This is an optimization exercise on Yosys and OpenROAD, whose aim is small area, a short achievable clock period and few clock cycles per item, not a production implementation. Only simulation tests tie the RTL to the original design; equivalence was not proved.

==> flow/design.v (excerpt) <==
module gf2m_fu (
    input  wire        clk,
    input  wire        rst,         
    input  wire        in_valid,
    output wire        in_ready,
    input  wire [2:0]  in_op,       
    input  wire [2:0]  in_pset,     
    input  wire [31:0] in_a,
    input  wire [31:0] in_b,
    output wire        out_valid,
    input  wire        out_ready,
    output wire [31:0] out_res,
    output wire [2:0]  out_err      
);
==> flow/config.mk <==
export PLATFORM = sky130hd
export DESIGN_NAME = gf2m_fu
export DESIGN_NICKNAME = gf2m_fu
export VERILOG_FILES = /design/flow/design.v
export SDC_FILE = /design/flow/constraint.sdc
export NUM_CORES = 4
export LEC_CHECK = 0
export CAP_MARGIN = 20
export CORE_MARGIN = 2
export CORE_UTILIZATION = 40
export CTS_BUF_LIST = sky130_fd_sc_hd__clkbuf_4 sky130_fd_sc_hd__clkbuf_8
export PLACE_DENSITY = 0.6
export SETUP_SLACK_MARGIN = 3.0
export SLEW_MARGIN = 20
==> flow/constraint.sdc <==
create_clock -name core_clock -period 7.0 [get_ports {clk}]
set_input_delay 1.4000 -clock core_clock [delete_from_list [all_inputs] [get_ports {clk}]]
set_output_delay 1.4000 -clock core_clock [all_outputs]
set_load 0.01 [all_outputs]
standard.sh (not shown) runs the stock make flow with config.mk's settings and CLKGATE_MAP_FILE= SYNTH_SCRIPT=/design/flow/synth_recipe.tcl, a recipe that flattens the netlist after the stock synthesis.
==> flow/flow/run.sh <==
#!/bin/bash
# The standard layout, with the port buffers made of the smallest buffer cell
# (sky130_fd_sc_hd__buf_1) instead of the delay cell buffer_ports picks.
set -euo pipefail
export BUFFER_PORTS_ARGS="-buffer_cell sky130_fd_sc_hd__buf_1"
bash standard.sh > standard_make.log 2>&1
Testbench counts at the start, summed over its fixed seeds: cycles 20,141, items 8,000.
Change:
--- a/flow/design.v
+++ b/flow/design.v
@@ -131,25 +131,25 @@
         integer i;
         begin
             clmul = 25'd0;
             for (i = 0; i < 13; i = i + 1)
                 clmul = clmul ^ ({12'd0, x & {13{y[i]}}} << i);
         end
     endfunction
     reg        cv;            
-    reg        isdiv;         
+    reg [2:0]  kind;
     reg        m13;
     reg [2:0]  step;
-    reg [1:0]  code;          
+    reg [2:0]  code;          
     reg [12:0] acc;           
     reg [12:0] ra;            
     reg [12:0] rb;            
     reg        ovalid;
-    reg [1:0]  oerr;          
+    reg [2:0]  oerr;
     reg [12:0] res;           
     wire       dec_ill  = (in_op == 3'd0) || (in_op == 3'd7);
     wire       dec_cfg  = (in_pset > 3'd4);
     wire       dec_m13  = (in_pset != 3'd0);
     wire       dec_bin  = (in_op == OP_ADD) || (in_op == OP_MUL) || (in_op == OP_DIV);
     wire       a_out    = dec_m13 ? (in_a[31:13] != 19'd0) : (in_a[31:12] != 20'd0);
     wire       b_out    = dec_m13 ? (in_b[31:13] != 19'd0) : (in_b[31:12] != 20'd0);
     wire       dec_dom  = a_out || (dec_bin && b_out);
@@ -161,17 +161,18 @@
             OP_SQ:          dec_kind = KD_SQ;
             OP_SQ4:         dec_kind = KD_SQ4;
             OP_INV:         dec_kind = KD_INV;
             OP_DIV:         dec_kind = KD_DIV;
             default:        dec_kind = KD_ERR;
         endcase
         if (dec_cfg) dec_kind = KD_ERR;
     end
-    wire [1:0] dec_code = dec_ill ? 2'd1 : dec_cfg ? 2'd2 : dec_dom ? 2'd3 : 2'd0;
+    wire [2:0] dec_code = dec_ill ? ERR_ILL : dec_cfg ? ERR_CFG :
+                          dec_dom ? ERR_DOM : ERR_NONE;
     wire [12:0] acc_in = (in_op == OP_DIV) ? in_b[12:0] :
                          (in_op == OP_ADD) ? (in_a[12:0] ^ in_b[12:0]) : in_a[12:0];
     localparam X_ID = 0, X_S1_12 = 1, X_S1_13 = 2, X_S3_12 = 3, X_S5_12 = 4,
                X_S3_13 = 5, X_S7_13 = 6;
     localparam Y_RB = 0, Y_RA = 1, Y_ACC = 2, Y_S1_12 = 3, Y_S1_13 = 4, Y_ONE = 5;
     function [13:0] uop;
         input [2:0] kd;
         input       m;
@@ -271,33 +272,33 @@
         if (rst) begin
             cv     <= 1'b0;
             ovalid <= 1'b0;
             res    <= 13'd0;
         end else begin
             if (finish) begin
                 ovalid <= 1'b1;
                 oerr   <= code;
-                if (code == 2'd0) res <= prod;
+                if (code == ERR_NONE) res <= prod;
             end else if (out_ready) begin
                 ovalid <= 1'b0;
             end
             if (in_fire)     cv <= 1'b1;
             else if (finish) cv <= 1'b0;
         end
     end
     always @(posedge clk) begin
         if (in_fire) begin
-            isdiv <= (dec_kind == KD_DIV);
+            kind <= dec_kind;
             m13  <= dec_m13;
             code <= dec_code;
             ra   <= in_a[12:0];
             rb   <= in_b[12:0];
         end
         acc  <= in_fire ? acc_in : prod;
         step <= in_fire ? 3'd0 : step + 3'd1;
         {last, ysel, xsel} <= in_fire ? uop(dec_kind, dec_m13, 3'd0) :
-                              last    ? UOP_HOLD : uop(isdiv ? KD_DIV : KD_INV, m13, step + 3'd1);
+                              last    ? UOP_HOLD : uop(kind, m13, step + 3'd1);
     end
     assign out_valid = ovalid;
     assign out_res   = {19'd0, res};
-    assign out_err   = {oerr[1] & oerr[0], oerr[1], oerr[0] & !oerr[1]};
+    assign out_err   = oerr;
 endmodule
Cell area barely changes.
Die area grows by a few percent.
Register-to-register slack loses 0.09 ns.
Count of clock-buffer cells in the layout is unchanged.
Wire length grows slightly.
Worst setup slack loses 0.093 ns.
Flip-flop and latch count grows by 4.
Global-route usage grows by 0.26 points.
Worst hold slack gains 0.0035 ns.
Area after synthesis grows by a few percent.
Via count grows slightly.
Testbench counts after the change, summed over its fixed seeds: cycles 20,141, items 8,000.

north:
Starting RTL as in the previous note.
==> flow/config.mk <==
export PLATFORM = sky130hd
export DESIGN_NAME = gf2m_fu
export DESIGN_NICKNAME = gf2m_fu
export VERILOG_FILES = /design/flow/design.v
export SDC_FILE = /design/flow/constraint.sdc
export NUM_CORES = 4
export LEC_CHECK = 0
export CAP_MARGIN = 20
export CORE_MARGIN = 2
export CORE_UTILIZATION = 55
export CTS_BUF_LIST = sky130_fd_sc_hd__clkbuf_4 sky130_fd_sc_hd__clkbuf_8
export PLACE_DENSITY = 0.7
export SETUP_SLACK_MARGIN = 3.0
export SLEW_MARGIN = 20
==> flow/constraint.sdc <==
create_clock -name core_clock -period 7.0 [get_ports {clk}]
set_input_delay 1.4000 -clock core_clock [delete_from_list [all_inputs] [get_ports {clk}]]
set_output_delay 1.4000 -clock core_clock [all_outputs]
set_load 0.01 [all_outputs]
==> flow/flow/run.sh <==
#!/bin/bash
# The standard layout, with two changes:
# - the port buffers are the smallest buffer cell (sky130_fd_sc_hd__buf_1)
#   instead of the delay cell buffer_ports picks by default;
# - the 3-input XOR/XNOR cells are kept out of synthesis and repair (added to
#   the platform's don't-use list), so the GF(2) XOR trees map to 2-input
#   cells, which are smaller and faster here.
set -euo pipefail
export BUFFER_PORTS_ARGS="-buffer_cell sky130_fd_sc_hd__buf_1"
DONT_USE="sky130_fd_sc_hd__probe_p_8 sky130_fd_sc_hd__probec_p_8 sky130_fd_sc_hd__lpflow_bleeder_1 sky130_fd_sc_hd__lpflow_clkbufkapwr_1 sky130_fd_sc_hd__lpflow_clkbufkapwr_16 sky130_fd_sc_hd__lpflow_clkbufkapwr_2 sky130_fd_sc_hd__lpflow_clkbufkapwr_4 sky130_fd_sc_hd__lpflow_clkbufkapwr_8 sky130_fd_sc_hd__lpflow_clkinvkapwr_1 sky130_fd_sc_hd__lpflow_clkinvkapwr_16 sky130_fd_sc_hd__lpflow_clkinvkapwr_2 sky130_fd_sc_hd__lpflow_clkinvkapwr_4 sky130_fd_sc_hd__lpflow_clkinvkapwr_8 sky130_fd_sc_hd__lpflow_decapkapwr_12 sky130_fd_sc_hd__lpflow_decapkapwr_3 sky130_fd_sc_hd__lpflow_decapkapwr_4 sky130_fd_sc_hd__lpflow_decapkapwr_6 sky130_fd_sc_hd__lpflow_decapkapwr_8 sky130_fd_sc_hd__lpflow_inputiso0n_1 sky130_fd_sc_hd__lpflow_inputiso0p_1 sky130_fd_sc_hd__lpflow_inputiso1n_1 sky130_fd_sc_hd__lpflow_inputiso1p_1 sky130_fd_sc_hd__lpflow_inputisolatch_1 sky130_fd_sc_hd__lpflow_isobufsrc_1 sky130_fd_sc_hd__lpflow_isobufsrc_16 sky130_fd_sc_hd__lpflow_isobufsrc_2 sky130_fd_sc_hd__lpflow_isobufsrc_4 sky130_fd_sc_hd__lpflow_isobufsrc_8 sky130_fd_sc_hd__lpflow_isobufsrckapwr_16 sky130_fd_sc_hd__lpflow_lsbuf_lh_hl_isowell_tap_1 sky130_fd_sc_hd__lpflow_lsbuf_lh_hl_isowell_tap_2 sky130_fd_sc_hd__lpflow_lsbuf_lh_hl_isowell_tap_4 sky130_fd_sc_hd__lpflow_lsbuf_lh_isowell_4 sky130_fd_sc_hd__lpflow_lsbuf_lh_isowell_tap_1 sky130_fd_sc_hd__lpflow_lsbuf_lh_isowell_tap_2 sky130_fd_sc_hd__lpflow_lsbuf_lh_isowell_tap_4 sky130_fd_sc_hd__xor3_1 sky130_fd_sc_hd__xor3_2 sky130_fd_sc_hd__xor3_4 sky130_fd_sc_hd__xnor3_1 sky130_fd_sc_hd__xnor3_2 sky130_fd_sc_hd__xnor3_4"
bash standard.sh "DONT_USE_CELLS=$DONT_USE" finish > standard_make.log 2>&1
Testbench counts of north, summed over its fixed seeds: cycles 20,141, items 8,000.
diff inputs: north => south
-- flow/design.v --
<<< north, line 170
    wire [12:0] acc_in = (in_op == OP_DIV) ? in_b[12:0] :
                         (in_op == OP_ADD) ? (in_a[12:0] ^ in_b[12:0]) : in_a[12:0];
    localparam X_ID = 0, X_S1_12 = 1, X_S1_13 = 2, X_S3_12 = 3, X_S5_12 = 4,
               X_S3_13 = 5, X_S7_13 = 6;
    localparam Y_RB = 0, Y_RA = 1, Y_ACC = 2, Y_S1_12 = 3, Y_S1_13 = 4, Y_ONE = 5;
    function [13:0] uop;
        input [2:0] kd;
        input       m;
        input [2:0] st;
        reg   [6:0] xs;
        reg   [5:0] ys;
        reg         l;
        reg   [2:0] xk;    
>>> south, line 170
    wire [12:0] acc_in = (in_op == OP_DIV) ? in_b[12:0] :
                         (in_op == OP_ADD) ? (in_a[12:0] ^ in_b[12:0]) : in_a[12:0];
    localparam X_ID = 0, X_S1 = 1, X_S3 = 2, X_S5_12 = 3, X_S7_13 = 4;
    localparam Y_RB = 0, Y_RA = 1, Y_ACC = 2, Y_S1 = 3, Y_ONE = 4;
    function [10:0] uop;
        input [2:0] kd;
        input       m;
        input [2:0] st;
        reg   [4:0] xs;
        reg   [4:0] ys;
        reg         l;
        reg   [2:0] xk;    
<<< north, line 213
                default: l = 1'b1;
            endcase
            xs = 7'd0;
            case (xk)
                3'd0:    xs[X_ID] = 1'b1;
                3'd1:    xs[m ? X_S1_13 : X_S1_12] = 1'b1;
                3'd3:    xs[m ? X_S3_13 : X_S3_12] = 1'b1;
                3'd5:    xs[X_S5_12] = 1'b1;
                default: xs[X_S7_13] = 1'b1;
            endcase
            ys = 6'd0;
            case (yk)
                3'd0:    ys[Y_RB] = 1'b1;
                3'd1:    ys[Y_RA] = 1'b1;
                3'd2:    ys[Y_ACC] = 1'b1;
                3'd3:    ys[m ? Y_S1_13 : Y_S1_12] = 1'b1;
                3'd4:    ys[Y_ONE] = 1'b1;
                default: ys[(kd == KD_DIV) ? Y_RB : Y_RA] = 1'b1;
>>> south, line 212
                default: l = 1'b1;
            endcase
            xs = 5'd0;
            case (xk)
                3'd0:    xs[X_ID] = 1'b1;
                3'd1:    xs[X_S1] = 1'b1;
                3'd3:    xs[X_S3] = 1'b1;
                3'd5:    xs[X_S5_12] = 1'b1;
                default: xs[X_S7_13] = 1'b1;
            endcase
            ys = 5'd0;
            case (yk)
                3'd0:    ys[Y_RB] = 1'b1;
                3'd1:    ys[Y_RA] = 1'b1;
                3'd2:    ys[Y_ACC] = 1'b1;
                3'd3:    ys[Y_S1] = 1'b1;
                3'd4:    ys[Y_ONE] = 1'b1;
                default: ys[(kd == KD_DIV) ? Y_RB : Y_RA] = 1'b1;
<<< north, line 233
        end
    endfunction
    localparam [13:0] UOP_HOLD = {1'b1, 6'b100000, 7'b0000001};
    reg [6:0] xsel;
    reg [5:0] ysel;
    reg       last;
    wire [12:0] s1_12 = sq1_12(acc);
    wire [12:0] s1_13 = sq1_13(acc);
    wire [12:0] mx = ({13{xsel[X_ID]}}    & acc)
                   | ({13{xsel[X_S1_12]}} & s1_12)
                   | ({13{xsel[X_S1_13]}} & s1_13)
                   | ({13{xsel[X_S3_12]}} & sq3_12(acc))
                   | ({13{xsel[X_S5_12]}} & sq5_12(acc))
                   | ({13{xsel[X_S3_13]}} & sq3_13(acc))
                   | ({13{xsel[X_S7_13]}} & sq7_13(acc));
    wire [12:0] my = ({13{ysel[Y_ACC]}}   & acc)
                   | ({13{ysel[Y_RA]}}    & ra)
                   | ({13{ysel[Y_RB]}}    & rb)
                   | ({13{ysel[Y_S1_12]}} & s1_12)
                   | ({13{ysel[Y_S1_13]}} & s1_13)
                   | {12'd0, ysel[Y_ONE]};
    wire [24:0] p = clmul(mx, my);
>>> south, line 232
        end
    endfunction
    localparam [10:0] UOP_HOLD = {1'b1, 5'b10000, 5'b00001};
    reg [4:0] xsel;
    reg [4:0] ysel;
    reg       last;
    wire [12:0] s1 = m13 ? sq1_13(acc) : sq1_12(acc);
    wire [12:0] s3 = m13 ? sq3_13(acc) : sq3_12(acc);
    wire [12:0] mx = ({13{xsel[X_ID]}}    & acc)
                   | ({13{xsel[X_S1]}}    & s1)
                   | ({13{xsel[X_S3]}}    & s3)
                   | ({13{xsel[X_S5_12]}} & sq5_12(acc))
                   | ({13{xsel[X_S7_13]}} & sq7_13(acc));
    wire [12:0] my = ({13{ysel[Y_ACC]}}   & acc)
                   | ({13{ysel[Y_RA]}}    & ra)
                   | ({13{ysel[Y_RB]}}    & rb)
                   | ({13{ysel[Y_S1]}}    & s1)
                   | {12'd0, ysel[Y_ONE]};
    wire [24:0] p = clmul(mx, my);
Results
- | multi-input logic cell count | higher: north |
- Compared with north, south shows a lower clock latency on the worst-skew pair.
- Compared north against south; adder and majority gate portion of the synthesized area within noise.
- Core box area: south better than north
- Against north, south comes in 0.25 points lower on mux cell area share after synthesis.
- Summary: with north as the reference, floorplan row count in south moved down by a few percent.
- Going from north to south, area added between synthesis and finish grows by 0.21 points.
- Multi-input logic area is lower on south
- Going from north to south, the clock-buffer cell count was found to have gone down by 1.
- Comparing north and south, minimum clock period is higher on south.
Testbench counts of south, summed over its fixed seeds: cycles 20,141, items 8,000.

static timing again, ports no longer ideal:
How much do the figures lean on ideal ports? The routed layouts below were timed once more, with nothing changed but the port constraints. Step 1 assumes that a clkbuf_16 drives the clock port and a buf_2 every other input. Step 2 moves the port delays by t, midway between the first and last clock arrival at a register: inputs arrive t later, outputs are due t later. That takes back most of the time a late clock gives input paths. Slacks: ideal ports / drivers / drivers and shift; pairs: ideal ports / drivers.
| run | t, ns | slack for setup (ns) | hold WS [ns] | worst register clock-pin slew, ns | worst data-port slew with drivers (ns) |
|---|---|---|---|---|---|
| the first run of note 1 | 0.384 | 3.125 / 3.125 / 3.125 | 0.466 / 0.466 / 0.466 | 0.09 / 0.09 | 0.04 |
| the second run of note 1 | 0.393 | 3.032 / 3.032 / 3.032 | 0.470 / 0.470 / 0.470 | 0.10 / 0.10 | 0.04 |
| north | 0.390 | 3.134 / 3.134 / 3.134 | 0.459 / 0.459 / 0.459 | 0.09 / 0.09 | 0.04 |
| south | 0.370 | 3.059 / 3.059 / 3.059 | 0.474 / 0.474 / 0.474 | 0.08 / 0.08 | 0.07 |
After both steps every run listed still meets setup and hold.
